From an optimization exercise on the open Yosys and OpenROAD flow, aimed at small area, a short achievable clock period and few clock cycles; shortcuts taken in it are not production practice.
In this exercise RTL edits were held to simulation tests only and were not proved equivalent to the original.
Power and IR drop assume default switching activity.

### design.v
module st7036_charrom (
    input  wire [7:0]  code,
    output wire [39:0] bits
);
    reg [4:0] rom [0:2047];
    initial $readmemh("charrom.hex", rom);
    genvar r;
    generate
        for (r = 0; r < 8; r = r + 1) begin : g_row
            assign bits[5*r +: 5] = rom[{code, r[2:0]}];
        end
    endgenerate
endmodule
module st7036_core (
    input  wire       clk,
    input  wire       rst,           
    input  wire       cmd_valid,
    output wire       cmd_ready,
    input  wire [1:0] cmd_kind,      
    input  wire       cmd_rs,
    input  wire       cmd_rw,
    input  wire [7:0] cmd_data,
    output wire       rsp_valid,
    output reg  [7:0] rsp_data,
    output reg  [3:0] rsp_err,
    output reg        evt_valid,
    input  wire       evt_ready,
    output reg  [1:0] evt_kind,      
    output reg  [6:0] evt_x,
    output reg  [4:0] evt_y,
    output reg  [5:0] evt_val        
);
    localparam [1:0] K_XFER = 2'd0, K_BLINK = 2'd1, K_REFRESH = 2'd2, K_RESET = 2'd3;
    localparam [1:0] SEL_NONE = 2'd0, SEL_DDRAM = 2'd1, SEL_CGRAM = 2'd2, SEL_ICON = 2'd3;
    localparam [3:0] ERR_NONE         = 4'd0,
                     ERR_UNRECOGNIZED = 4'd1,
                     ERR_RESERVED_IS  = 4'd2,
                     ERR_RES_TABLE    = 4'd3,
                     ERR_RES_INSTR    = 4'd4,
                     ERR_LAYOUT       = 4'd5,
                     ERR_BIAS         = 4'd6,
                     ERR_NO_MEM       = 4'd7,
                     ERR_DDRAM_RANGE  = 4'd8;
    localparam [1:0] EV_PIXEL = 2'd0, EV_ON = 2'd1, EV_OFF = 2'd2, EV_CONTRAST = 2'd3;
    localparam [1:0] SPAN_111 = 2'd0, SPAN_12 = 2'd1, SPAN_21 = 2'd2;
    localparam [5:0] RESET_CONTRAST = 6'd0;
    localparam [2:0] RESET_RAB      = 3'd0;
    localparam [7:0] BLANK_CODE     = 8'h20;
    localparam [1:0] ST_IDLE = 2'd0, ST_EVT = 2'd1, ST_SCAN = 2'd2;
    reg [639:0] ddram;           
    reg [511:0] cgram;
    reg [127:0] icon;
    reg [6:0] ac;
    reg [1:0] sel;
    reg       id, s;
    reg       d, c_on, b_on, blink;
    reg [3:0] doff;
    reg       dl, n, dh, ud;
    reg [1:0] is;
    reg [1:0] span;
    reg       bs, bon, fon, ion;
    reg [5:0] contrast;
    reg [2:0] rab;
    reg       dirty;
    reg [383:0] sh_dd;           
    reg [319:0] sh_cg;           
    reg [3:0]   sh_doff;
    reg [1:0]   sh_span;
    reg [6:0]   sh_ac;
    reg         sh_c, sh_blk;
    reg         prev_zero;       
    reg [47:0]  dd_chg;          
    reg         all_chg;         
    reg         cg_chg;          
    reg [1:0] state;
    reg       q_v;
    reg [1:0] q_kind;
    reg       q_rs, q_rw;
    reg [7:0] q_data;
    reg [6:0] mem_last;      
    always @(*) begin
        case (sel)
            SEL_CGRAM: mem_last = 7'd63;
            SEL_ICON:  mem_last = 7'd15;
            default:   mem_last = 7'd79;
        endcase
    end
    wire [6:0] ac_inc = (ac == mem_last) ? 7'd0 : ac + 7'd1;
    wire [6:0] ac_dec = (ac == 7'd0) ? mem_last : ac - 7'd1;
    wire       scanning = (state == ST_SCAN);
    wire [6:0] dd_ra = scanning ? {1'b0, a_na} : ac;
    wire [7:0] dd_rd = ddram[dd_ra*8 +: 8];
    wire [2:0] cg_rc = scanning ? x_ncode[2:0] : ac[5:3];
    wire [63:0] cg_char = cgram[cg_rc*64 +: 64];
    reg [7:0] mem_rdata;
    always @(*) begin
        case (sel)
            SEL_DDRAM: mem_rdata = dd_rd;
            SEL_CGRAM: mem_rdata = cg_char[ac[2:0]*8 +: 8];
            SEL_ICON:  mem_rdata = icon[ac[3:0]*8 +: 8];
            default:   mem_rdata = 8'h00;
        endcase
    end
    localparam [4:0] OP_NONE = 5'd0, OP_CLEAR = 5'd1, OP_HOME = 5'd2, OP_ENTRY = 5'd3,
                     OP_DISPLAY = 5'd4, OP_SHIFT = 5'd5, OP_FUNCTION = 5'd6,
                     OP_SET_DDRAM = 5'd7, OP_SET_CGRAM = 5'd8, OP_BIAS = 5'd9,
                     OP_SET_ICON = 5'd10, OP_POWER = 5'd11, OP_FOLLOWER = 5'd12,
                     OP_CONTRAST = 5'd13, OP_DH_POS = 5'd14, OP_WRITE = 5'd15,
                     OP_READ = 5'd16, OP_READ_AC = 5'd17;
    wire [7:0] bt = q_data;
    reg  [4:0] op;
    reg  [3:0] err;
    reg  [1:0] new_span;     
    function [2:0] row_span;     
        input fn, fdh, fud;
        begin
            if (!fn)       row_span = {1'b1, SPAN_111};
            else if (!fdh) row_span = {1'b0, SPAN_111};
            else if (!fud) row_span = {1'b0, SPAN_12};
            else           row_span = {1'b0, SPAN_21};
        end
    endfunction
    reg [2:0] rs_calc;
    always @(*) begin
        op = OP_NONE;
        err = ERR_NONE;
        new_span = span;
        rs_calc = 3'd0;
        if (q_rs && !q_rw) begin
            op = OP_WRITE;
            if (sel == SEL_NONE) err = ERR_NO_MEM;
        end else if (q_rs && q_rw) begin
            op = OP_READ;
            if (sel == SEL_NONE) err = ERR_NO_MEM;
        end else if (q_rw) begin
            op = OP_READ_AC;
        end else if (bt[7]) begin
            op = OP_SET_DDRAM;
            if (bt[6:0] >= 7'd80) err = ERR_DDRAM_RANGE;
        end else if (bt[6]) begin
            case (is)
                2'd0: op = OP_SET_CGRAM;
                2'd1: begin
                    case (bt[5:4])
                        2'b00: op = OP_SET_ICON;
                        2'b01: op = OP_POWER;
                        2'b10: op = OP_FOLLOWER;
                        default: op = OP_CONTRAST;
                    endcase
                end
                2'd2: err = ERR_RES_INSTR;
                default: err = ERR_RES_TABLE;
            endcase
        end else if (bt[5]) begin
            op = OP_FUNCTION;
            rs_calc = row_span(bt[3], bt[2], ud);
            new_span = rs_calc[1:0];
            if (bt[1:0] == 2'd3) err = ERR_RESERVED_IS;
            else if (rs_calc[2]) err = ERR_LAYOUT;
        end else if (bt[4]) begin
            case (is)
                2'd0: op = OP_SHIFT;
                2'd1: begin
                    if (bt[2] && !bt[1]) begin
                        op = OP_BIAS;
                        if (!bt[0]) err = ERR_BIAS;      
                    end else begin
                        err = ERR_UNRECOGNIZED;
                    end
                end
                2'd2: begin
                    op = OP_DH_POS;
                    rs_calc = row_span(n, dh, bt[3]);
                    new_span = rs_calc[1:0];
                    if (rs_calc[2]) err = ERR_LAYOUT;
                end
                default: err = ERR_RES_TABLE;
            endcase
        end else if (bt[3]) begin
            op = OP_DISPLAY;
        end else if (bt[2]) begin
            op = OP_ENTRY;
        end else if (bt[1]) begin
            op = OP_HOME;
        end else if (bt[0]) begin
            op = OP_CLEAR;
        end else begin
            err = ERR_UNRECOGNIZED;
        end
    end
    function [3:0] line_map;
        input [1:0] fspan;
        input [1:0] fp;
        begin
            case (fspan)
                SPAN_12: line_map = (fp == 2'd0) ? {2'd0, 2'd0} :
                                    (fp == 2'd1) ? {2'd1, 2'd1} : {2'd1, 2'd2};
                SPAN_21: line_map = (fp == 2'd0) ? {2'd0, 2'd1} :
                                    (fp == 2'd1) ? {2'd0, 2'd2} : {2'd1, 2'd0};
                default: line_map = {fp, 2'd0};
            endcase
        end
    endfunction
    function [39:0] slot_pixels;
        input [39:0] glyph;      
        input [1:0]  half;
        integer fi, fj;
        reg [4:0] r_full, r_top, r_bot, r_sel;
        begin
            for (fi = 0; fi < 8; fi = fi + 1) begin
                r_full = glyph[5*fi +: 5];
                r_top  = glyph[5*(fi/2) +: 5];
                r_bot  = glyph[5*(4+fi/2) +: 5];
                r_sel  = (half == 2'd1) ? r_top : (half == 2'd2) ? r_bot : r_full;
                for (fj = 0; fj < 5; fj = fj + 1)
                    slot_pixels[5*fi + fj] = r_sel[4 - fj];
            end
        end
    endfunction
    reg        w_all;            
    reg [5:0]  w_slot;           
    reg        w_end;            
    reg [47:0] w_todo;           
    reg        w_half;           
    wire w_more = w_all ? !w_end : (w_todo != 48'd0);
    reg [11:0] t_nz;
    reg [3:0]  t_g;
    reg [1:0]  t_b;
    integer ti;
    always @(*) begin
        for (ti = 0; ti < 12; ti = ti + 1) t_nz[ti] = |w_todo[4*ti +: 4];
        t_g = 4'd0;
        for (ti = 11; ti >= 0; ti = ti - 1)
            if (t_nz[ti]) t_g = ti[3:0];
    end
    wire [3:0] t_nib = w_todo[4*t_g +: 4];
    always @(*) begin
        t_b = t_nib[0] ? 2'd0 : t_nib[1] ? 2'd1 : t_nib[2] ? 2'd2 : 2'd3;
    end
    wire [5:0] t_a = {t_g, t_b};
    wire [1:0] t_k = t_a[5:4];
    reg  [1:0] t_line;
    reg        t_dbl;
    always @(*) begin
        case (span)
            SPAN_12: begin t_line = t_k; t_dbl = (t_k == 2'd1); end
            SPAN_21: begin t_line = (t_k == 2'd0) ? 2'd0 : 2'd2; t_dbl = (t_k == 2'd0); end
            default: begin t_line = t_k; t_dbl = 1'b0; end
        endcase
    end
    wire [1:0] u_p = w_all ? w_slot[5:4] : t_line + {1'b0, w_half};
    wire [3:0] u_c = w_all ? w_slot[3:0] : t_a[3:0] - doff;
    wire [3:0] n_map = line_map(span, u_p);
    wire [3:0] o_map = line_map(sh_span, u_p);
    wire [5:0] n_a = w_all ? {n_map[3:2], w_slot[3:0] + doff} : t_a;
    wire [5:0] o_a = w_all ? {o_map[3:2], w_slot[3:0] + sh_doff} : t_a;
    reg        a_v;
    reg [5:0]  a_na, a_oa;
    reg [1:0]  a_nh, a_oh, a_p;
    reg [3:0]  a_c;
    wire [7:0] n_code = dd_rd;
    wire [7:0] o_code = sh_dd[a_oa*8 +: 8];
    reg        b_v;
    reg [7:0]  b_ncode, b_ocode;
    reg        b_ncur, b_ocur;
    reg [1:0]  b_nh, b_oh, b_p;
    reg [3:0]  b_c;
    reg        x_v;
    reg [7:0]  x_ncode, x_ocode;
    reg        x_ncur, x_ocur;
    reg [1:0]  x_nh, x_oh, x_p;
    reg [3:0]  x_c;
    wire [39:0] n_rom, o_rom;
    st7036_charrom u_rom_n (.code(x_ncode), .bits(n_rom));
    st7036_charrom u_rom_o (.code(x_ocode), .bits(o_rom));
    reg [39:0] n_cg, o_cg;
    integer gi;
    always @(*) begin
        for (gi = 0; gi < 8; gi = gi + 1) begin
            n_cg[5*gi +: 5] = cg_char[8*gi +: 5];
            o_cg[5*gi +: 5] = sh_cg[({x_ocode[2:0], gi[2:0]})*5 +: 5];
        end
    end
    wire n_user = (x_ncode[7:3] == 5'd0);
    wire o_user = (x_ocode[7:3] == 5'd0);
    wire n_blk  = !b_on || blink;
    wire [39:0] n_glyph = x_ncur ? (n_blk ? {40{1'b1}} : {5'h1f, (n_user ? n_cg[34:0] : n_rom[34:0])})
                                 : (n_user ? n_cg : n_rom);
    wire [39:0] o_glyph = x_ocur ? (sh_blk ? {40{1'b1}} : {5'h1f, (o_user ? o_cg[34:0] : o_rom[34:0])})
                                 : (o_user ? o_cg : o_rom);
    wire [39:0] n_pix = slot_pixels(n_glyph, x_nh);
    wire [39:0] o_pix = prev_zero ? 40'd0 : slot_pixels(o_glyph, x_oh);
    wire [39:0] u_diff = x_v ? (n_pix ^ o_pix) : 40'd0;
    reg        p_valid;
    reg [39:0] p_diff, p_new;
    reg [1:0]  p_line;
    reg [3:0]  p_col;
    wire       p_busy = p_valid;      
    reg [39:0] e_diff, e_new;
    reg [1:0]  e_line;
    reg [6:0]  e_x5;
    reg [7:0]  e_rownz, e_rowlow;
    reg [39:0] e_pick;
    reg [2:0]  e_i;
    reg [4:0]  e_jhot;
    reg [6:0]  e_x;
    integer ei, ej;
    always @(*) begin
        for (ei = 0; ei < 8; ei = ei + 1) e_rownz[ei] = |e_diff[5*ei +: 5];
        for (ei = 0; ei < 8; ei = ei + 1) e_rowlow[ei] = e_rownz[ei] && ((e_rownz & ((8'd1 << ei) - 8'd1)) == 8'd0);
        for (ei = 0; ei < 8; ei = ei + 1)
            for (ej = 0; ej < 5; ej = ej + 1)
                e_pick[5*ei + ej] = e_rowlow[ei] && e_diff[5*ei + ej] &&
                                    ((e_diff[5*ei +: 5] & ((5'd1 << ej) - 5'd1)) == 5'd0);
        e_i = 3'd0;
        for (ei = 0; ei < 8; ei = ei + 1) if (e_rowlow[ei]) e_i = e_i | ei[2:0];
        e_jhot = 5'd0;
        for (ej = 0; ej < 5; ej = ej + 1)
            for (ei = 0; ei < 8; ei = ei + 1)
                if (e_pick[5*ei + ej]) e_jhot[ej] = 1'b1;
        e_x = 7'd0;
        for (ej = 0; ej < 5; ej = ej + 1)
            if (e_jhot[ej]) e_x = e_x | (e_x5 + ej[6:0]);
    end
    wire [39:0] e_rest = e_diff & ~e_pick;
    wire        e_any  = (e_diff != 40'd0);
    wire        e_last = (e_rest == 40'd0);
    wire        e_val  = |(e_pick & e_new);
    wire        evt_free = !evt_valid || evt_ready;
    wire        e_take = e_any && evt_free;
    wire        e_load = !e_any || (e_take && e_last);
    wire        pipe_adv = !p_busy;
    wire        e_byp  = e_load && !p_busy;      
    wire scan_done = !w_more && !a_v && !b_v && !x_v && !p_busy && !e_any;
    wire fin = ((state == ST_SCAN) && scan_done && evt_free) || ((state == ST_EVT) && evt_ready);
    wire exec = q_v && (state == ST_IDLE);
    wire cur_blk = !b_on || blink;
    wire cur_chg = (c_on != sh_c) || (c_on && ((ac != sh_ac) || (cur_blk != sh_blk)));
    wire start_all = all_chg || (doff != sh_doff) || (span != sh_span);
    wire [47:0] cur_cells = ({48'd0, 1'b1} << sh_ac[5:0]) & {48{sh_c && sh_ac < 7'd48}}
                          | ({48'd0, 1'b1} << ac[5:0]) & {48{c_on && ac < 7'd48}};
    wire [47:0] shown = (span == SPAN_111) ? {48{1'b1}} : {16'd0, 32'hffffffff};
    reg  [47:0] user_cells;
    integer ui;
    always @(*)
        for (ui = 0; ui < 48; ui = ui + 1) user_cells[ui] = (ddram[8*ui+3 +: 5] == 5'd0);
    wire [47:0] start_todo = (dd_chg | (cur_chg ? cur_cells : 48'd0) |
                              (cg_chg ? user_cells : 48'd0)) & shown;
    reg rsp_q;
    assign rsp_valid = rsp_q;
    assign cmd_ready = !q_v || exec;
    wire accept = cmd_valid && cmd_ready;
    wire xfer_ok = exec && (q_kind == K_XFER) && (err == ERR_NONE);
    wire xfer_now = exec && (q_kind == K_XFER);
    wire mem_wr = xfer_now && q_rs && !q_rw && (sel != SEL_NONE);
    wire blank_all = rst || (exec && (q_kind == K_RESET)) ||
                     (xfer_now && !q_rs && !q_rw && (q_data == 8'h01));
    always @(posedge clk) begin
        if (rst) begin
            q_v <= 1'b0;
        end else if (accept) begin
            q_v <= 1'b1;
        end else if (exec) begin
            q_v <= 1'b0;
        end
        if (accept) begin
            q_kind <= cmd_kind;
            q_rs <= cmd_rs;
            q_rw <= cmd_rw;
            q_data <= cmd_data;
        end
    end
    wire [7:0] dd_wdata = blank_all ? BLANK_CODE : bt;
    reg refresh_end;
    always @(posedge clk) begin
        if (rst) refresh_end <= 1'b0;
        else refresh_end <= (state == ST_SCAN) && !w_more && !a_v && !b_v && !x_v;
    end
    integer i;
    always @(posedge clk) begin
        for (i = 0; i < 80; i = i + 1)
            if (blank_all || (mem_wr && sel == SEL_DDRAM && ac == i))
                ddram[8*i +: 8] <= dd_wdata;
        for (i = 0; i < 64; i = i + 1)
            if (mem_wr && sel == SEL_CGRAM && ac[5:0] == i)
                cgram[8*i +: 8] <= bt;
        for (i = 0; i < 16; i = i + 1)
            if (mem_wr && sel == SEL_ICON && ac[3:0] == i)
                icon[8*i +: 8] <= bt;
        if (refresh_end) begin
            sh_dd <= ddram[383:0];
            for (i = 0; i < 64; i = i + 1) sh_cg[5*i +: 5] <= cgram[8*i +: 5];
            sh_doff <= doff;
            sh_span <= span;
            sh_ac <= ac;
            sh_c <= c_on;
            sh_blk <= cur_blk;
        end
    end
    always @(posedge clk) begin
        for (i = 0; i < 48; i = i + 1)
            if (mem_wr && sel == SEL_DDRAM && ac == i) dd_chg[i] <= 1'b1;
            else if (refresh_end) dd_chg[i] <= 1'b0;
    end
    always @(posedge clk) begin
        if (pipe_adv) begin
            a_na <= n_a;  a_oa <= o_a;
            a_nh <= n_map[1:0];  a_oh <= o_map[1:0];
            a_p <= u_p;  a_c <= u_c;
            b_ncode <= n_code;  b_ocode <= o_code;
            b_ncur <= c_on && (ac == {1'b0, a_na});
            b_ocur <= sh_c && (sh_ac == {1'b0, a_oa});
            b_nh <= a_nh;  b_oh <= a_oh;  b_p <= a_p;  b_c <= a_c;
            x_ncode <= b_ncode;  x_ocode <= b_ocode;
            x_ncur <= b_ncur;  x_ocur <= b_ocur;
            x_nh <= b_nh;  x_oh <= b_oh;  x_p <= b_p;  x_c <= b_c;
            p_new <= n_pix;
            p_line <= x_p;
            p_col <= x_c;
        end
    end
    task reset_modes;
        begin
            ac <= 7'd0;  sel <= SEL_NONE;
            id <= 1'b1;  s <= 1'b0;
            d <= 1'b0;   c_on <= 1'b0;  b_on <= 1'b0;  blink <= 1'b0;
            doff <= 4'd0;
            dl <= 1'b1;  n <= 1'b0;  dh <= 1'b0;  ud <= 1'b0;  is <= 2'd0;
            span <= SPAN_111;
            bs <= 1'b0;  bon <= 1'b0;  fon <= 1'b0;  ion <= 1'b0;
            contrast <= RESET_CONTRAST;  rab <= RESET_RAB;
            dirty <= 1'b1;
        end
    endtask
    always @(posedge clk) begin
        if (rst) begin
            reset_modes;
            prev_zero <= 1'b1;
            cg_chg <= 1'b0;
            all_chg <= 1'b1;
            state <= ST_IDLE;
            w_all <= 1'b0;  w_slot <= 6'd0;  w_end <= 1'b1;  w_todo <= 48'd0;  w_half <= 1'b0;
            a_v <= 1'b0;  b_v <= 1'b0;  x_v <= 1'b0;
            p_valid <= 1'b0;  p_diff <= 40'd0;
            e_diff <= 40'd0;
            rsp_q <= 1'b0;  rsp_data <= 8'h00;  rsp_err <= ERR_NONE;
            evt_valid <= 1'b0;  evt_kind <= EV_PIXEL;
            evt_x <= 7'd0;  evt_y <= 5'd0;  evt_val <= 6'd0;
        end else begin
            rsp_q <= 1'b0;
            case (state)
            ST_EVT: begin
                if (evt_ready) begin
                    evt_valid <= 1'b0;
                    rsp_q <= 1'b1;
                    state <= ST_IDLE;
                end
            end
            ST_SCAN: begin
                if (pipe_adv) begin
                    a_v <= w_more;
                    b_v <= a_v;
                    x_v <= b_v;
                    p_valid <= !e_byp && (u_diff != 40'd0);
                    p_diff <= e_byp ? 40'd0 : u_diff;
                    if (w_more) begin
                        if (w_all) begin
                            w_slot <= w_slot + 6'd1;
                            if (w_slot == 6'd47) w_end <= 1'b1;
                        end else if (t_dbl && !w_half) begin
                            w_half <= 1'b1;
                        end else begin
                            w_half <= 1'b0;
                            w_todo[t_a] <= 1'b0;
                        end
                    end
                end else if (e_load) begin
                    p_valid <= 1'b0;       
                end
                if (e_load) begin
                    if (p_busy) begin
                        e_diff <= p_diff;
                        e_new <= p_new;
                        e_line <= p_line;
                        e_x5 <= {1'b0, p_col, 2'b00} + {3'd0, p_col};
                    end else begin
                        e_diff <= u_diff;
                        e_new <= n_pix;
                        e_line <= x_p;
                        e_x5 <= {1'b0, x_c, 2'b00} + {3'd0, x_c};
                    end
                end else if (e_take) begin
                    e_diff <= e_rest;
                end
                if (e_take) begin
                    evt_valid <= 1'b1;
                    evt_kind <= EV_PIXEL;
                    evt_x <= e_x;
                    evt_y <= {e_line, e_i};
                    evt_val <= {5'd0, e_val};
                end else if (evt_ready) begin
                    evt_valid <= 1'b0;
                end
                if (fin) begin
                    rsp_q <= 1'b1;
                    state <= ST_IDLE;
                end
            end
            default: ;
            endcase
            if (refresh_end) begin
                dirty <= 1'b0;
                all_chg <= 1'b0;
                cg_chg <= 1'b0;
                prev_zero <= 1'b0;
            end
            if (exec) begin
                rsp_data <= 8'h00;
                rsp_err <= ERR_NONE;
                rsp_q <= 1'b1;
                case (q_kind)
                K_BLINK: begin
                    blink <= !blink;
                    dirty <= 1'b1;
                end
                K_RESET: begin
                    reset_modes;
                    all_chg <= 1'b1;
                end
                K_REFRESH: begin
                    if (dirty && !refresh_end) begin
                        rsp_q <= 1'b0;
                        state <= ST_SCAN;
                        w_all <= start_all;
                        w_slot <= 6'd0;
                        w_todo <= start_todo;
                        w_half <= 1'b0;
                        w_end <= !start_all;
                        a_v <= 1'b0;
                        b_v <= 1'b0;
                        x_v <= 1'b0;
                        p_valid <= 1'b0;
                    end
                end
                default: begin       
                    rsp_err <= err;
                    if (err == ERR_NONE) begin
                        if (op != OP_READ_AC) dirty <= 1'b1;
                        case (op)
                        OP_CLEAR: begin
                            ac <= 7'd0;
                            id <= 1'b1;
                            all_chg <= 1'b1;
                        end
                        OP_HOME: begin
                            ac <= 7'd0;
                            doff <= 4'd0;
                        end
                        OP_ENTRY: begin
                            id <= bt[1];
                            s <= bt[0];
                        end
                        OP_DISPLAY: begin
                            d <= bt[2];
                            c_on <= bt[1];
                            b_on <= bt[0];
                            if (bt[2] != d) begin
                                evt_valid <= 1'b1;
                                evt_kind <= bt[2] ? EV_ON : EV_OFF;
                                evt_x <= 7'd0;  evt_y <= 5'd0;  evt_val <= 6'd0;
                                rsp_q <= 1'b0;
                                state <= ST_EVT;
                            end
                        end
                        OP_SHIFT: begin
                            if (!bt[3]) ac <= bt[2] ? ac_inc : ac_dec;
                            else        doff <= bt[2] ? doff + 4'd1 : doff - 4'd1;
                        end
                        OP_FUNCTION: begin
                            dl <= bt[4];
                            n <= bt[3];
                            dh <= bt[2];
                            is <= bt[1:0];
                            span <= new_span;
                        end
                        OP_SET_DDRAM: begin
                            ac <= bt[6:0];
                            sel <= SEL_DDRAM;
                        end
                        OP_SET_CGRAM: begin
                            ac <= {1'b0, bt[5:0]};
                            sel <= SEL_CGRAM;
                        end
                        OP_SET_ICON: begin
                            ac <= {3'b000, bt[3:0]};
                            sel <= SEL_ICON;
                        end
                        OP_BIAS: begin
                            bs <= bt[3];
                        end
                        OP_POWER, OP_CONTRAST: begin
                            if (op == OP_POWER) begin
                                ion <= bt[3];
                                bon <= bt[2];
                                contrast[5:4] <= bt[1:0];
                                evt_val <= {bt[1:0], contrast[3:0]};
                            end else begin
                                contrast[3:0] <= bt[3:0];
                                evt_val <= {contrast[5:4], bt[3:0]};
                            end
                            evt_valid <= 1'b1;
                            evt_kind <= EV_CONTRAST;
                            evt_x <= 7'd0;  evt_y <= 5'd0;
                            rsp_q <= 1'b0;
                            state <= ST_EVT;
                        end
                        OP_FOLLOWER: begin
                            fon <= bt[3];
                            rab <= bt[2:0];
                        end
                        OP_DH_POS: begin
                            ud <= bt[3];
                            span <= new_span;
                        end
                        OP_WRITE: begin
                            if (sel == SEL_CGRAM) cg_chg <= 1'b1;
                            ac <= id ? ac_inc : ac_dec;
                            if (s) doff <= id ? doff + 4'd1 : doff - 4'd1;
                        end
                        OP_READ: begin
                            rsp_data <= mem_rdata;
                            ac <= id ? ac_inc : ac_dec;
                        end
                        OP_READ_AC: begin
                            rsp_data <= {1'b0, ac};
                        end
                        default: ;
                        endcase
                    end
                end
                endcase
            end
        end
    end
endmodule
### config.mk
export PLATFORM = sky130hd
export DESIGN_NAME = st7036_core
export DESIGN_NICKNAME = st7036_core
export VERILOG_FILES = /design/flow/design.v
export SDC_FILE = /design/flow/constraint.sdc
export NUM_CORES = 4
export LEC_CHECK = 0
export CAP_MARGIN = 20
export CORE_MARGIN = 2
export CORE_UTILIZATION = 50
export PLACE_DENSITY = 0.6
export SLEW_MARGIN = 20
export SYNTH_MEMORY_MAX_BITS = 16384
### charrom.hex
07
0b
05
12
03
1d
06
04
0e
07
07
1e
0a
00
11
12
1a
1b
0d
01
1f
04
14
1f
02
10
02
04
19
0c
01
01
06
18
1e
1e
17
18
12
10
0e
09
00
13
14
0e
02
0b
0d
1b
13
01
12
11
17
12
08
14
19
1f
0c
0e
0e
10
14
18
05
17
08
0e
11
1b
02
11
09
1e
05
19
07
02
1f
19
13
1d
16
09
0f
08
03
0a
18
03
03
15
08
15
14
05
0c
15
10
0f
04
1a
13
0f
10
1d
1b
0f
0d
0b
19
01
1b
03
1d
12
04
06
01
16
14
1e
0b
0b
0a
0e
15
1f
0a
12
12
06
1c
15
17
02
03
14
0a
0f
02
04
0e
0d
07
1a
19
08
14
08
1f
16
01
0b
18
1d
01
19
09
09
13
1f
1a
1c
12
07
05
0f
1f
1f
0c
01
0e
06
0e
04
02
10
1f
05
1b
04
16
14
16
0b
1b
1c
0e
04
1d
11
09
08
04
05
1e
19
05
1f
0a
1e
13
1e
1b
07
0a
1b
09
0d
16
17
03
05
0e
14
05
10
14
08
05
17
05
0f
13
1e
14
06
1c
1b
17
0e
1b
0c
07
04
1a
04
0f
16
1c
06
1b
0d
11
1e
04
03
1c
04
1f
18
1c
07
00
00
00
00
00
00
00
00
13
18
10
1a
1a
08
1b
00
09
0a
11
10
09
0f
06
00
06
00
1b
0e
1e
10
15
00
1e
17
09
12
0a
01
0c
00
1a
0d
12
1c
0a
10
15
00
1f
11
1f
0c
18
0e
0c
00
01
1b
1b
1d
02
1f
07
00
11
19
12
04
0c
01
12
00
16
0e
11
0f
03
19
15
00
0b
07
00
17
0c
06
19
00
04
19
09
01
13
0f
0c
00
03
05
1e
14
05
1d
15
00
00
01
12
1a
16
0c
03
00
12
03
0a
07
02
15
18
00
14
1c
08
1f
01
01
0d
00
00
15
19
13
0e
16
07
00
05
1f
1b
1f
09
0b
1c
00
09
0e
1a
18
1c
0e
02
00
0d
07
10
18
0c
1d
02
00
06
08
09
1f
1c
02
0f
00
12
08
1d
18
15
02
08
00
14
0c
07
1f
1a
1a
13
00
11
15
07
1c
03
15
1e
00
08
1c
17
0f
16
16
07
00
04
1b
1f
14
0a
1e
03
00
1b
0a
0b
19
0c
1b
01
00
06
17
19
08
0b
08
09
00
1c
0e
1a
1c
1d
06
13
00
01
1c
01
1a
0a
07
1a
00
08
16
17
0b
05
1e
02
00
01
16
13
1e
0d
07
16
00
10
13
1a
02
0f
0b
12
00
05
00
18
09
10
11
15
00
1c
03
18
1f
16
0d
0a
00
1a
13
04
10
03
0a
03
00
1d
13
07
1c
0d
15
12
00
10
11
1c
17
16
17
1c
00
18
19
1a
11
1c
05
16
00
14
0d
0e
04
12
10
1f
00
1a
06
13
02
01
1e
1e
00
19
18
13
09
14
01
1d
00
01
0a
0b
07
0d
17
0e
00
0d
13
1b
10
14
1d
04
00
1b
18
17
0c
1c
18
04
00
12
0a
14
0c
1a
1e
18
00
04
0e
01
06
02
1e
1a
00
11
15
0f
1d
13
19
1c
00
00
0b
03
1e
1f
0b
03
00
1e
17
1a
13
04
11
03
00
01
06
17
1f
08
17
06
00
1d
15
0d
01
07
04
04
00
03
03
05
09
15
03
06
00
1a
0a
17
1a
14
05
17
00
0e
13
09
17
00
13
01
00
10
15
1a
1f
01
09
0c
00
0c
17
0c
1b
19
02
16
00
18
1b
0c
05
05
0e
1b
00
06
0e
14
02
10
12
04
00
01
00
03
03
0e
09
0b
00
0a
05
0c
00
11
1d
1a
00
17
1d
18
03
03
14
08
00
16
01
06
19
1f
04
0f
00
1c
16
0d
0d
00
1c
1f
00
06
06
06
13
12
00
1e
00
0d
1f
17
09
11
0a
0f
00
04
04
19
03
01
17
1c
00
19
19
00
13
18
0f
1a
00
1f
06
0a
0b
0b
0d
0f
00
09
14
00
1d
06
03
0e
00
0b
02
1c
05
1d
02
0a
00
00
0f
0e
16
16
04
1f
00
1c
13
0a
1e
0f
1e
03
00
1b
00
1f
1d
17
15
15
00
17
11
0f
1a
18
1f
0e
00
1a
01
19
04
09
11
00
00
0f
0d
0e
18
13
08
15
00
05
1a
0f
0c
08
03
0d
00
05
0f
09
1e
10
18
15
00
08
1d
01
15
08
11
14
00
07
05
18
1e
19
17
1e
00
0c
18
0c
0c
03
04
13
00
05
1c
09
11
1a
0f
0b
00
05
1b
06
17
00
09
01
00
0e
1c
1d
00
12
13
15
00
19
19
05
13
0a
06
0e
00
02
14
0c
0d
1e
1e
13
00
1a
01
1c
05
1b
02
16
00
18
13
07
15
0d
1f
06
00
0b
1f
08
07
07
11
0a
00
0b
0e
1d
1c
1a
0a
15
00
00
1a
1d
05
1c
01
10
00
03
09
1c
0d
0c
12
06
00
14
05
1c
14
10
18
07
00
1c
15
08
03
15
19
15
00
0a
09
1d
19
16
18
04
00
12
1e
1c
05
0c
03
10
00
07
03
0d
03
05
11
15
00
1d
0b
09
0d
1a
16
1b
00
1c
09
1c
1a
0d
14
1d
00
04
0f
0a
1c
1e
0b
1c
00
08
14
02
1e
12
08
01
00
0d
08
1b
0e
08
10
09
00
07
09
05
07
06
0f
10
00
1a
1d
1e
1d
1f
16
05
00
10
0c
13
15
12
18
11
00
00
04
18
09
1b
11
0b
00
10
0c
0e
15
10
0a
04
00
1a
1b
12
00
09
09
0b
00
0a
1d
11
10
08
0e
1c
00
00
0e
1d
0d
1a
10
1a
00
08
13
04
19
02
00
0d
00
02
17
1f
03
17
18
00
00
1a
1b
0b
01
03
0a
0c
00
0b
13
19
1f
00
0e
16
00
04
01
16
11
1e
19
02
00
0c
08
0d
0c
14
07
15
00
1f
04
17
1f
0c
17
0e
00
0d
1d
1c
1c
0a
09
15
00
06
14
06
07
1a
09
08
00
05
1e
14
04
1d
0f
08
00
0b
1e
15
1d
07
07
15
00
1e
1a
1c
11
07
0b
08
00
01
18
10
13
1b
02
15
00
16
0e
09
0f
13
02
14
00
0c
0a
0c
18
0b
0d
05
00
0d
1d
0a
1c
16
0a
0c
00
0a
01
0a
09
06
19
08
00
09
1f
01
02
0d
17
07
00
07
07
1f
0b
1a
09
14
00
1d
0e
05
1f
0b
1f
09
00
1d
09
0c
18
0d
0d
19
00
15
01
03
1f
0d
11
15
00
1d
0d
08
10
0e
16
01
00
19
11
03
03
00
08
07
00
10
0c
0d
14
1e
17
0a
00
04
06
00
16
0e
1c
0f
00
06
01
1e
14
0e
1d
0b
00
0c
0e
04
10
10
0b
0d
00
12
0b
1c
17
08
16
10
00
03
12
1e
13
04
1a
03
00
10
0a
18
09
02
11
01
00
15
15
05
17
17
0e
07
00
1f
14
0b
1f
19
06
1d
00
0d
1a
08
1b
0e
09
10
00
14
03
03
09
08
0d
04
00
17
03
00
0e
06
0c
04
00
15
17
11
03
1a
00
02
00
15
09
07
0f
13
1a
14
00
17
0b
1f
1f
06
01
0a
00
06
01
18
15
12
09
11
00
0f
01
10
00
02
0d
15
00
0d
02
0f
0b
13
04
1f
00
1c
03
1c
1e
1e
1c
18
00
01
02
06
16
19
12
09
00
03
0d
13
05
11
18
12
00
0e
1f
1a
0f
13
09
15
00
07
04
07
04
0d
04
09
00
01
12
1b
17
16
1b
1c
00
05
09
03
02
1a
13
01
00
11
03
17
00
00
01
01
00
18
06
0e
06
03
04
00
00
0b
16
04
0d
0b
08
01
00
0c
18
1a
0d
1f
1d
08
00
03
05
0a
14
0d
1b
04
00
14
0a
08
02
02
02
11
00
1f
15
18
04
15
12
18
00
19
1a
06
1c
03
17
1e
00
0d
14
03
17
08
00
11
00
1a
09
04
15
1d
19
06
00
04
05
11
18
13
1f
14
00
1e
05
1f
06
1e
0b
03
00
1e
19
1d
1f
1a
05
12
00
1c
0a
06
14
0e
06
0a
00
0a
01
0d
09
00
15
14
00
0c
13
11
12
10
1a
09
00
15
05
04
16
00
17
03
00
0f
00
1a
1a
04
1a
17
00
18
0c
09
03
16
1a
1b
00
01
1b
17
1c
1a
18
15
00
08
13
0b
18
14
00
13
00
0f
0c
1b
02
03
08
0a
00
12
15
15
1b
17
1b
1b
00
03
11
1a
1c
0b
07
0f
00
1a
06
07
03
09
02
0d
00
07
1f
06
1a
0b
0b
00
00
11
0c
02
17
08
03
11
00
1d
05
1a
01
0c
04
1b
00
15
0e
17
09
1f
0b
03
00
1e
0d
18
17
0e
1d
0c
00
0a
02
18
06
15
07
1d
00
0f
06
12
06
1a
14
0b
00
19
0c
09
00
16
14
1c
00
1f
0f
06
01
07
14
04
00
0e
02
07
0c
03
14
13
00
08
1d
0b
14
0c
18
1e
00
17
0c
1a
19
18
14
08
00
17
03
0e
0e
0a
14
1c
00
1e
0f
11
02
01
1b
1e
00
10
0c
11
14
06
07
1b
00
12
16
01
14
18
0b
16
00
0c
0b
12
03
05
06
14
00
06
14
19
07
0c
1e
15
00
07
1f
08
1b
07
09
1a
00
10
18
0d
1d
18
1c
02
00
05
10
17
09
0b
0a
0b
00
0d
03
06
10
1b
0e
13
00
17
10
08
00
1c
17
18
00
10
06
02
10
1b
05
13
00
06
1c
07
16
16
11
1f
00
18
06
0a
06
0b
0f
10
00
1a
0b
09
00
1a
14
04
00
0f
16
15
07
11
03
17
00
00
1b
03
1e
12
0a
01
00
08
00
0f
16
16
06
1f
00
19
1b
1e
06
11
08
15
00
05
12
04
1c
00
12
10
00
08
1e
15
1b
07
1b
1b
00
02
13
1f
0a
1c
12
0a
00
0d
1a
09
1b
14
0b
14
00
18
0c
08
02
0c
02
1d
00
07
18
13
1c
15
13
03
00
05
18
03
19
15
0c
0b
00
02
13
06
0a
16
0b
0f
00
### run.sh
#!/bin/bash
# synth_recipe.tcl (not shown) runs the flow's synth.tcl, then flattens the netlist and writes it again
# the make line also repeats each setting of config.mk as NAME=value (left out here)
make -C /OpenROAD-flow-scripts/flow DESIGN_CONFIG=/design/flow/config.mk WORK_HOME=/design/flow/orfs CLKGATE_MAP_FILE= SYNTH_SCRIPT=/design/flow/synth_recipe.tcl finish
### constraint.sdc
create_clock -name core_clock -period 12.0 [get_ports {clk}]
set_input_delay 2.4000 -clock core_clock [delete_from_list [all_inputs] [get_ports {clk}]]
set_output_delay 2.4000 -clock core_clock [all_outputs]
set_load 0.01 [all_outputs]
==> flow_summary.json, run 1 <==
{
  "cp_common_cell": "buf_4",
  "synth_flop_cell": "edfxtp_1",
  "synth.distinct_cells": 91,
  "total_power_w": 0.0331,
  "fin_tns_setup_ps": 0,
  "rrSetupSlack_ps": 5310,
  "fin_skew_ps": 144,
  "drc": 0,
  "drive_gt1_share_pct": 14.2,
  "die_h_um": 506,
  "mostFrequentLayoutCell": "edfxtp_1",
  "max_stage_delay_ps": 930,
  "critPathCaptureType": "flip-flop",
  "ys_seq_area_share_pct": 57.2,
  "numClockSinks": 2527,
  "globalRouteMet3Util_pct": 20.4,
  "cts_root_buffer": "clkbuf_16",
  "ys_ff_latch": 2527,
  "final_max_slew_viol_count": 0,
  "first_iter_violations": 23700,
  "worst-path-max-fanout": 46,
  "grt_busiest_layer": "met2",
  "synth_edf_count": 2142,
  "cts_tree": "done",
  "final_hold_viol_count": 0,
  "worstSetupPathType": "flip-flop to flip-flop",
  "fp.coreArea_mm2": 0.251,
  "min_period_over_period_pct": 55.8,
  "critPathLaunch": "p_valid",
  "routed_via_density": 7.81,
  "post_cts_buffers": 0,
  "pin_count": 51,
  "dp_hpwl_um": 426000,
  "fillers": 19900,
  "met1_usage_pct": 60.9,
  "cp.arrival_ps": 7570,
  "ir_worst_vdd_mv": 0.261,
  "worstPathRequired_ps": 12880,
  "fp.dieArea_mm2": 0.256,
  "grt_pass1_vias": 104000,
  "place.gp.congestion": 1.15,
  "synthCells": 10800,
  "cap_violations": 0,
  "p_leak_nw": 46.2,
  "syn2layout_area_growth_pct": 11.3,
  "worst_slack_ps": 5310,
  "fmax_ghz": 0.149,
  "clockBufferDepth": 4,
  "antenna_found_initial": 72,
  "wirelength_um": 645000,
  "min_from": "a_oh[0]",
  "async_flop_share_pct": 0,
  "power_density_mw_per_mm2": 236,
  "clk_latency_ps": 1020,
  "cp-start-kind": "flip-flop",
  "syn_nets": 10900,
  "grt_setup_unrepaired": "false",
  "period_needed_ps": 6690,
  "layout_common_cells": "edfxtp_1 (2,142), nor2_1 (1,027), nand2_1 (1,005)",
  "nets": 10800,
  "cts_resized": 0,
  "antenna_left": 0,
  "crit_slowest_cell": "nand2_1",
  "grt_pass1_wl_um": 876000,
  "drt_first_pass_iters": 8,
  "overflow": 0,
  "numPortBuffers": 50,
  "holdBufCountCts": 0,
  "dieWidth_um": 506,
  "crit_path_cell_trace": "buf_4 -> mux2i_4 -> buf_4 -> buf_4 -> buf_4 -> nand2_1 -> nor2_1 -> o221ai_1 -> a21oi_1 -> a21oi_1 -> o21ai_0 -> buf_4",
  "min_path_type": "flip-flop to flip-flop",
  "wl_per_cell_um": 45.3,
  "grt_max_degree": 169,
  "reg2reg_from": "p_valid",
  "start_util_pct": 50.2,
  "syn_area_per_cell_um2": 11.7,
  "rows": 184,
  "htree_levels": 5,
  "grt_use_total_pct": 49.2,
  "num_vias": 111000,
  "yosysWarnings": 2,
  "worst_slew_pin_slew_ps": 1390,
  "clkTransAtPathRegs_ps": 60,
  "dp_slack_ps": 5770,
  "slew_headroom_pct": 7.00,
  "status": "timing/DRC/antenna clean",
  "netlist_area_mm2": 0.126,
  "cts_buffers": 278,
  "setup_viol": 0,
  "groute.layer.met2.usage_pct": 69.7
}
## registers in the layout, summed over array words and instances, names as in the netlist, 40 cells and up
| name | cells |
|---|---|
| sh_cg | 320 |
| w_todo | 48 |
| o_rom | 40 |
| p_new | 40 |
| p_diff | 40 |
| cgram | 512 |
| n_rom | 40 |
| e_new | 40 |
| icon | 128 |
| e_diff | 40 |
| sh_dd | 384 |
| ddram | 640 |
| dd_chg | 48 |
## through the flow
step | hold WS, ps | cell area, µm² | utilization (%) | std cells
after floorplan | 400 | 126000 | - | 10800
after global placement | 405 | 131000 | 52.3 | 13700
after detailed placement | 405 | 131000 | 52.3 | 13700
after CTS | 410 | 140000 | 55.7 | 14200
after global routing | 429 | 140000 | 55.8 | 14200
final | 406 | 140000 | 55.9 | 14200
## cell usage after synthesis, drive strengths merged (32+ instances only)
master	number	share of area (%)
mux2i	128	1.0
o2bb2ai	33	0.23
a311oi	137	0.95
o311ai	135	0.94
nor4	54	0.29
nor2	1079	3.2
ha	102	1.0
xor2	34	0.24
o221ai	106	0.74
dfxtp	385	6.1
or3	32	0.17
nand3	290	1.2
a32oi	37	0.26
o21ai	808	3.2
o31ai	34	0.20
mux2	45	0.40
a31oi	167	0.83
mux4	471	8.4
xnor2	58	0.40
a22oi	127	0.76
a21oi	664	2.6
a211oi	157	0.94
nand2	1010	3.0
edfxtp	2142	51
nor4b	45	0.31
and3	35	0.17
and2	102	0.51
o211ai	236	1.4
inv	106	0.32
buf	183	0.60
nor3	221	0.89
nand2b	58	0.29
a221oi	126	0.88
nor2b	39	0.19
o22ai	262	1.3
clkbuf	748	2.2
## power by group
part | switching (W) | internal (W) | leakage [nW]
combinational | 0.0107 | 0.00339 | 18.7
clock | 0.00368 | 0.00469 | 4.15
sequential | 0.000575 | 0.0101 | 23.3
## routing by layer
metal  part of all wire, %  up-vias  wire length, µm
li1                      -    42200                -
met1                    34    54700           219000
met2                    41    11300           267000
met3                    15     2952            99000
met4                   9.2       50            59700
met5                  0.14        -              882
## worst max-delay path: cells and delay by family (launching register included)
kind                   cells  cell delay (ps)
buffers and inverters      5             2770
AND/OR/NAND/NOR            2             1840
AO/OA/AOI/OAI              4             1100
flip-flops                 1              370
multiplexers               1              360
## layout make-up
| type | instances | area, µm² | share of cell area, % |
|---|---|---|---|
| timing repair buffer | 490 | 4110 | 2.93 |
| sequential | 2527 | 72000 | 51.4 |
| tap | 3348 | 4190 | 2.99 |
| clock inverter | 125 | 1060 | 0.756 |
| clock buffer | 355 | 7470 | 5.33 |
| inverter | 109 | 420 | 0.300 |
| multi-input combinational | 7233 | 50700 | 36.2 |
| antenna | 56 | 140 | 0.100 |
## kinds of logic (layout without fill, tap and decap cells)
| logic type | count (synthesis) | after routing | synth area share, % |
|---|---|---|---|
| AOI/OAI and AO/OA | 3324 | 3324 | 17.3 |
| muxes | 644 | 644 | 9.84 |
| xor gates and xnor gates | 92 | 92 | 0.640 |
| buffers and inverters | 1040 | 1079 | 3.16 |
| other | 0 | 56 | 0 |
| DFF | 2527 | 2527 | 57.2 |
| and+or+nand+nor | 3065 | 3065 | 10.8 |
| adders and majority gates | 108 | 108 | 1.10 |
## path summary, 6_finish.rpt
check	to	cells past startpoint
worst min-delay path	b_oh[0]	0
worst max-delay path	n_rom[10]	12
worst min register to register	b_oh[0]	0
worst max register to register	n_rom[10]	12
Testbench counts, summed over its fixed seeds: cycles 163,101.
==> inputs of run 2 (changes only) <==
--- a/design.v
+++ b/design.v
@@ -291,11 +291,10 @@
     wire [39:0] n_pix = slot_pixels(n_glyph, x_nh);
     wire [39:0] o_pix = prev_zero ? 40'd0 : slot_pixels(o_glyph, x_oh);
     wire [39:0] u_diff = x_v ? (n_pix ^ o_pix) : 40'd0;
-    reg        p_valid;
-    reg [39:0] p_diff, p_new;
-    reg [1:0]  p_line;
-    reg [3:0]  p_col;
-    wire       p_busy = p_valid;      
+    reg        p0_v, p1_v;
+    reg [39:0] p0_diff, p0_new, p1_diff, p1_new;
+    reg [1:0]  p0_line, p1_line;
+    reg [3:0]  p0_col, p1_col;
     reg [39:0] e_diff, e_new;
     reg [1:0]  e_line;
     reg [6:0]  e_x5;
@@ -328,10 +327,15 @@
     wire        e_val  = |(e_pick & e_new);
     wire        evt_free = !evt_valid || evt_ready;
     wire        e_take = e_any && evt_free;
-    wire        e_load = !e_any || (e_take && e_last);
-    wire        pipe_adv = !p_busy;
-    wire        e_byp  = e_load && !p_busy;      
-    wire scan_done = !w_more && !a_v && !b_v && !x_v && !p_busy && !e_any;
+    wire        e_free_q = !e_any || (e_last && !evt_valid);
+    wire        e_free_r = e_any && e_last;
+    wire        e_load = e_free_q || (e_free_r && evt_ready);
+    wire        pipe_adv = !p0_v || (!p1_v && !x_v);
+    wire        c_nz   = (u_diff != 40'd0);
+    wire        p_take = e_load && p0_v;           
+    wire        e_byp  = e_load && !p0_v;          
+    wire        p_ins  = c_nz && !e_byp;           
+    wire scan_done = !w_more && !a_v && !b_v && !x_v && !p0_v && !p1_v && !e_any;
     wire fin = ((state == ST_SCAN) && scan_done && evt_free) || ((state == ST_EVT) && evt_ready);
     wire exec = q_v && (state == ST_IDLE);
     wire cur_blk = !b_on || blink;
@@ -411,12 +415,31 @@
             b_ncur <= c_on && (ac == {1'b0, a_na});
             b_ocur <= sh_c && (sh_ac == {1'b0, a_oa});
             b_nh <= a_nh;  b_oh <= a_oh;  b_p <= a_p;  b_c <= a_c;
-            x_ncode <= b_ncode;  x_ocode <= b_ocode;
-            x_ncur <= b_ncur;  x_ocur <= b_ocur;
-            x_nh <= b_nh;  x_oh <= b_oh;  x_p <= b_p;  x_c <= b_c;
-            p_new <= n_pix;
-            p_line <= x_p;
-            p_col <= x_c;
+        end
+        x_ncode <= b_ncode;  x_ocode <= b_ocode;
+        x_ncur <= b_ncur;  x_ocur <= b_ocur;
+        x_nh <= b_nh;  x_oh <= b_oh;  x_p <= b_p;  x_c <= b_c;
+    end
+    always @(posedge clk) begin
+        if (rst) begin
+            p0_v <= 1'b0;
+            p1_v <= 1'b0;
+        end else if (p_take) begin
+            if (p1_v) begin
+                p0_v <= 1'b1;
+                p0_diff <= p1_diff;  p0_new <= p1_new;  p0_line <= p1_line;  p0_col <= p1_col;
+                p1_v <= p_ins;
+                p1_diff <= u_diff;  p1_new <= n_pix;  p1_line <= x_p;  p1_col <= x_c;
+            end else begin
+                p0_v <= p_ins;
+                p0_diff <= u_diff;  p0_new <= n_pix;  p0_line <= x_p;  p0_col <= x_c;
+            end
+        end else if (!p0_v) begin
+            p0_v <= p_ins;
+            p0_diff <= u_diff;  p0_new <= n_pix;  p0_line <= x_p;  p0_col <= x_c;
+        end else if (!p1_v) begin
+            p1_v <= p_ins;
+            p1_diff <= u_diff;  p1_new <= n_pix;  p1_line <= x_p;  p1_col <= x_c;
         end
     end
     task reset_modes;
@@ -441,7 +464,6 @@
             state <= ST_IDLE;
             w_all <= 1'b0;  w_slot <= 6'd0;  w_end <= 1'b1;  w_todo <= 48'd0;  w_half <= 1'b0;
             a_v <= 1'b0;  b_v <= 1'b0;  x_v <= 1'b0;
-            p_valid <= 1'b0;  p_diff <= 40'd0;
             e_diff <= 40'd0;
             rsp_q <= 1'b0;  rsp_data <= 8'h00;  rsp_err <= ERR_NONE;
             evt_valid <= 1'b0;  evt_kind <= EV_PIXEL;
@@ -457,12 +479,10 @@
                 end
             end
             ST_SCAN: begin
+                x_v <= pipe_adv && b_v;
                 if (pipe_adv) begin
                     a_v <= w_more;
                     b_v <= a_v;
-                    x_v <= b_v;
-                    p_valid <= !e_byp && (u_diff != 40'd0);
-                    p_diff <= e_byp ? 40'd0 : u_diff;
                     if (w_more) begin
                         if (w_all) begin
                             w_slot <= w_slot + 6'd1;
@@ -474,15 +494,13 @@
                             w_todo[t_a] <= 1'b0;
                         end
                     end
-                end else if (e_load) begin
-                    p_valid <= 1'b0;       
                 end
                 if (e_load) begin
-                    if (p_busy) begin
-                        e_diff <= p_diff;
-                        e_new <= p_new;
-                        e_line <= p_line;
-                        e_x5 <= {1'b0, p_col, 2'b00} + {3'd0, p_col};
+                    if (p0_v) begin
+                        e_diff <= p0_diff;
+                        e_new <= p0_new;
+                        e_line <= p0_line;
+                        e_x5 <= {1'b0, p0_col, 2'b00} + {3'd0, p0_col};
                     end else begin
                         e_diff <= u_diff;
                         e_new <= n_pix;
@@ -539,7 +557,6 @@
                         a_v <= 1'b0;
                         b_v <= 1'b0;
                         x_v <= 1'b0;
-                        p_valid <= 1'b0;
                     end
                 end
                 default: begin       
==> flow_summary.json, run 2 <==
{
  "status": "timing/DRC/antenna clean",
  "numClockSinks": 2614,
  "largest_register": "ddram",
  "synth_flop_cell": "edfxtp_1",
  "numPortBuffers": 50,
  "netlist_area_mm2": 0.131,
  "synth_fa_ha_area_share_pct": 0.949,
  "p_int_w": 0.0187,
  "fillers": 21300,
  "routed_via_density": 7.41,
  "cts_buffers": 275,
  "dp_hpwl_um": 424000,
  "cp.arrival_ps": 7680,
  "mostFrequentLayoutCell": "edfxtp_1",
  "cp.depth": 17,
  "synth.area.mux_share_pct": 9.72,
  "p_leak_nw": 48.2,
  "syn2layout_area_growth_pct": 10.7,
  "rows": 188,
  "drive_gt1_share_pct": 13.6,
  "wirelength_um": 620000,
  "antenna_found_initial": 66,
  "die_h_um": 516,
  "drc": 0,
  "dp_slack_ps": 4600,
  "yosysMostFrequentCell": "edfxtp_1",
  "crit_slowest_cell": "buf_4",
  "fp.coreArea_mm2": 0.262,
  "worstPathRequired_ps": 12770,
  "htree_levels": 5,
  "clkPwrFrac_pct": 25.8,
  "hold_depth": 0,
  "num_vias": 111000,
  "synth.area.top_cells": "edfxtp_1 (52%), mux4_2 (7.0%), dfxtp_1 (5.1%), nand2_1 (3.9%), o21ai_0 (3.3%)",
  "wl_per_cell_um": 41.6,
  "synth_area_leader_cell": "edfxtp_1",
  "critPathCaptureType": "flip-flop",
  "overflow": 0,
  "seqPwrFrac_pct": 32.5,
  "sw_frac_of_total_pct": 43.8,
  "first_iter_violations": 21300,
  "yosysWarnings": 2,
  "place.gp.congestion": 1.09,
  "fmax_ghz": 0.145,
  "hold_ws_ps": 351,
  "netSwitchingPower_w": 0.0146,
  "layout_common_cells": "edfxtp_1 (2,282), nand2_1 (1,364), nor2_1 (842)",
  "holdBufCountCts": 0,
  "slew_headroom_pct": 12.3,
  "pin_count": 51,
  "fin_skew_ps": 81.6,
  "synth.distinct_cells": 115,
  "worstSetupPathType": "flip-flop to flip-flop",
  "synthCells": 11300,
  "largest_reg_flops": 640,
  "worst_slack_ps": 5090,
  "worst_slew_pin_slew_ps": 1320,
  "grt_max_degree": 194,
  "synth_compound_area_share_pct": 16.9,
  "drt_first_pass_iters": 14,
  "worstPathBufferInverterCount": 4,
  "yosys.area_share.xor_xnor_pct": 0.554,
  "pwr-share-comb_pct": 41.7,
  "period_needed_ps": 6910,
  "netlist_top_cells_count": "edfxtp_1 (2,282), nand2_1 (1,365), nor2_1 (902), o21ai_0 (866), a21oi_1 (782)",
  "grt_setup_unrepaired": "false",
  "start_util_pct": 50.2,
  "critPathTopFamily": "buffers and inverters",
  "grt_pass1_vias": 104000,
  "rr_worst_depth": 17,
  "final_max_slew_viol_count": 0,
  "clockBufferDepth": 4,
  "grt_use_total_pct": 45.6,
  "nets": 11300,
  "clk_latency_ps": 940,
  "yosys.area_share.simple_pct": 11.2,
  "ir_worst_vdd_mv": 0.218,
  "ys_ff_latch": 2614,
  "min_path_type": "flip-flop to flip-flop",
  "max_stage_delay_ps": 840,
  "cts_root_buffer": "clkbuf_16",
  "dieWidth_um": 516,
  "synth_edf_count": 2282,
  "fin_tns_setup_ps": 0,
  "syn_nets": 11400,
  "crit_path_cell_trace": "inv_1 -> ha_2 -> buf_4 -> mux2_8 -> buf_4 -> buf_4 -> nand2_1 -> a32oi_1 -> a31oi_1 -> a22oi_1 -> o21ai_0 -> xor2_1 -> nor2_1 -> a2111o_1 -> nor4_2 -> nand3_1 -> and3_1",
  "antenna_left": 0,
  "grt_pass1_wl_um": 848000,
  "synth_top_family_by_area": "compound AO/OA/AOI/OAI gates",
  "cp-start-kind": "flip-flop",
  "fp.dieArea_mm2": 0.267,
  "worst-path-max-fanout": 67,
  "cts_tree": "done",
  "min_period_over_period_pct": 57.6,
  "setup_viol": 0,
  "ys_seq_area_share_pct": 57.3,
  "post_cts_buffers": 0,
  "async_flop_share_pct": 0,
  "cp_common_cell": "buf_4",
  "final_hold_viol_count": 0,
  "clkTransAtPathRegs_ps": 60,
  "synth_top_area_share_pct": 52.2,
  "cts_resized": 0,
  "cap_violations": 0,
  "power_density_mw_per_mm2": 229,
  "largestRegisters": "ddram x640, cgram x512, sh_dd x384",
  "syn_area_per_cell_um2": 11.6,
  "rrSetupSlack_ps": 5090
}
## run 2: area by class of cell
| class | count | area, µm² | area share [%] |
|---|---|---|---|
| clock inverter | 135 | 1610 | 1.10 |
| inverter | 124 | 470 | 0.324 |
| antenna | 36 | 90.1 | 0.0620 |
| tap | 3515 | 4400 | 3.03 |
| clock buffer | 359 | 7410 | 5.10 |
| multi-input combinational | 7627 | 52100 | 35.9 |
| timing repair buffer | 504 | 4080 | 2.81 |
| sequential | 2614 | 75200 | 51.7 |
## run 2: final timing paths
kind                   to  startpoint
setup / recovery     p0_v    state[0]
hold / removal    x_oh[1]     b_oh[1]
setup reg to reg     p0_v    state[0]
hold reg to reg   x_oh[1]     b_oh[1]
## run 2: cells by family after synthesis
kind of cell | count (synthesis)
muxes | 735
and+or+nand+nor | 3293
AOI/OAI and AO/OA | 3419
xor gates and xnor gates | 83
adders and majority gates | 97
buffers and inverters | 1074
DFF | 2614
## run 2: through the flow
step	instance area [µm²]	power, W	util, %	cells
after floorplan	131000	0.0173	-	11300
after global placement	136000	0.0238	52.0	14400
after detailed placement	136000	0.0236	52.0	14400
after CTS	145000	0.0321	55.5	14900
after global routing	145000	0.0335	55.5	14900
final	145000	0.0333	55.5	14900
## run 2: worst reg2reg max path, stage by stage, from the launching register on
cell and delay, ps:
dfxtp_1 320, inv_1 90, ha_2 430, buf_4 590, mux2_8 670, buf_4 930
buf_4 690, nand2_1 180, a32oi_1 270, a31oi_1 310, a22oi_1 390, o21ai_0 380
xor2_1 270, nor2_1 110, a2111o_1 460, nor4_2 400, nand3_1 110, and3_1 180
## run 2: per-layer routing
layer | global-route usage, % | part of all wire, % | vias up
li1 | - | - | 43700
met4 | 31.8 | 8.8 | 58
met5 | 0 | 0.069 | -
met2 | 65.2 | 42 | 9896
met3 | 15.4 | 14 | 2357
met1 | 58.1 | 35 | 54500
## run 2: power by group through the flow
stage	logic, W	clock network, W	registers [W]
floorplan	0.00652	0	0.0107
global placement	0.0128	0	0.0109
detailed placement	0.0127	0	0.0110
CTS	0.0127	0.00860	0.0108
global route	0.0137	0.00894	0.0108
finish	0.0139	0.00860	0.0108
Testbench counts of run 2, summed over its fixed seeds: cycles 163,025.

## what the ideal ports hide
The results above use ideal ports. As a check the final layouts listed here were re-extracted and re-timed, cells and wires unchanged. Step 1, drivers: a clkbuf_16 drives clk and a buf_2 each remaining input, both assumed. Step 2 moves the port delays by t, midway between the first and last clock arrival at a register: inputs arrive t later, outputs are due t later. That takes back most of the time a late clock gives input paths. a / b / c = ideal ports / drivers / drivers and shift; a / b = the first two.
run | t (ns) | slack for setup (ns) | latest minus earliest clock arrival (ns)
run 1 | 1.048 | 5.308 / 5.308 / 5.308 | 0.148 / 0.148
run 2 | 0.986 | 5.092 / 5.092 / 4.467 | 0.091 / 0.091
After both steps every run listed still meets setup and hold. For run 2, which loses most, drivers alone change the setup slack by 0.000 ns; drivers and shift together by -0.625 ns.
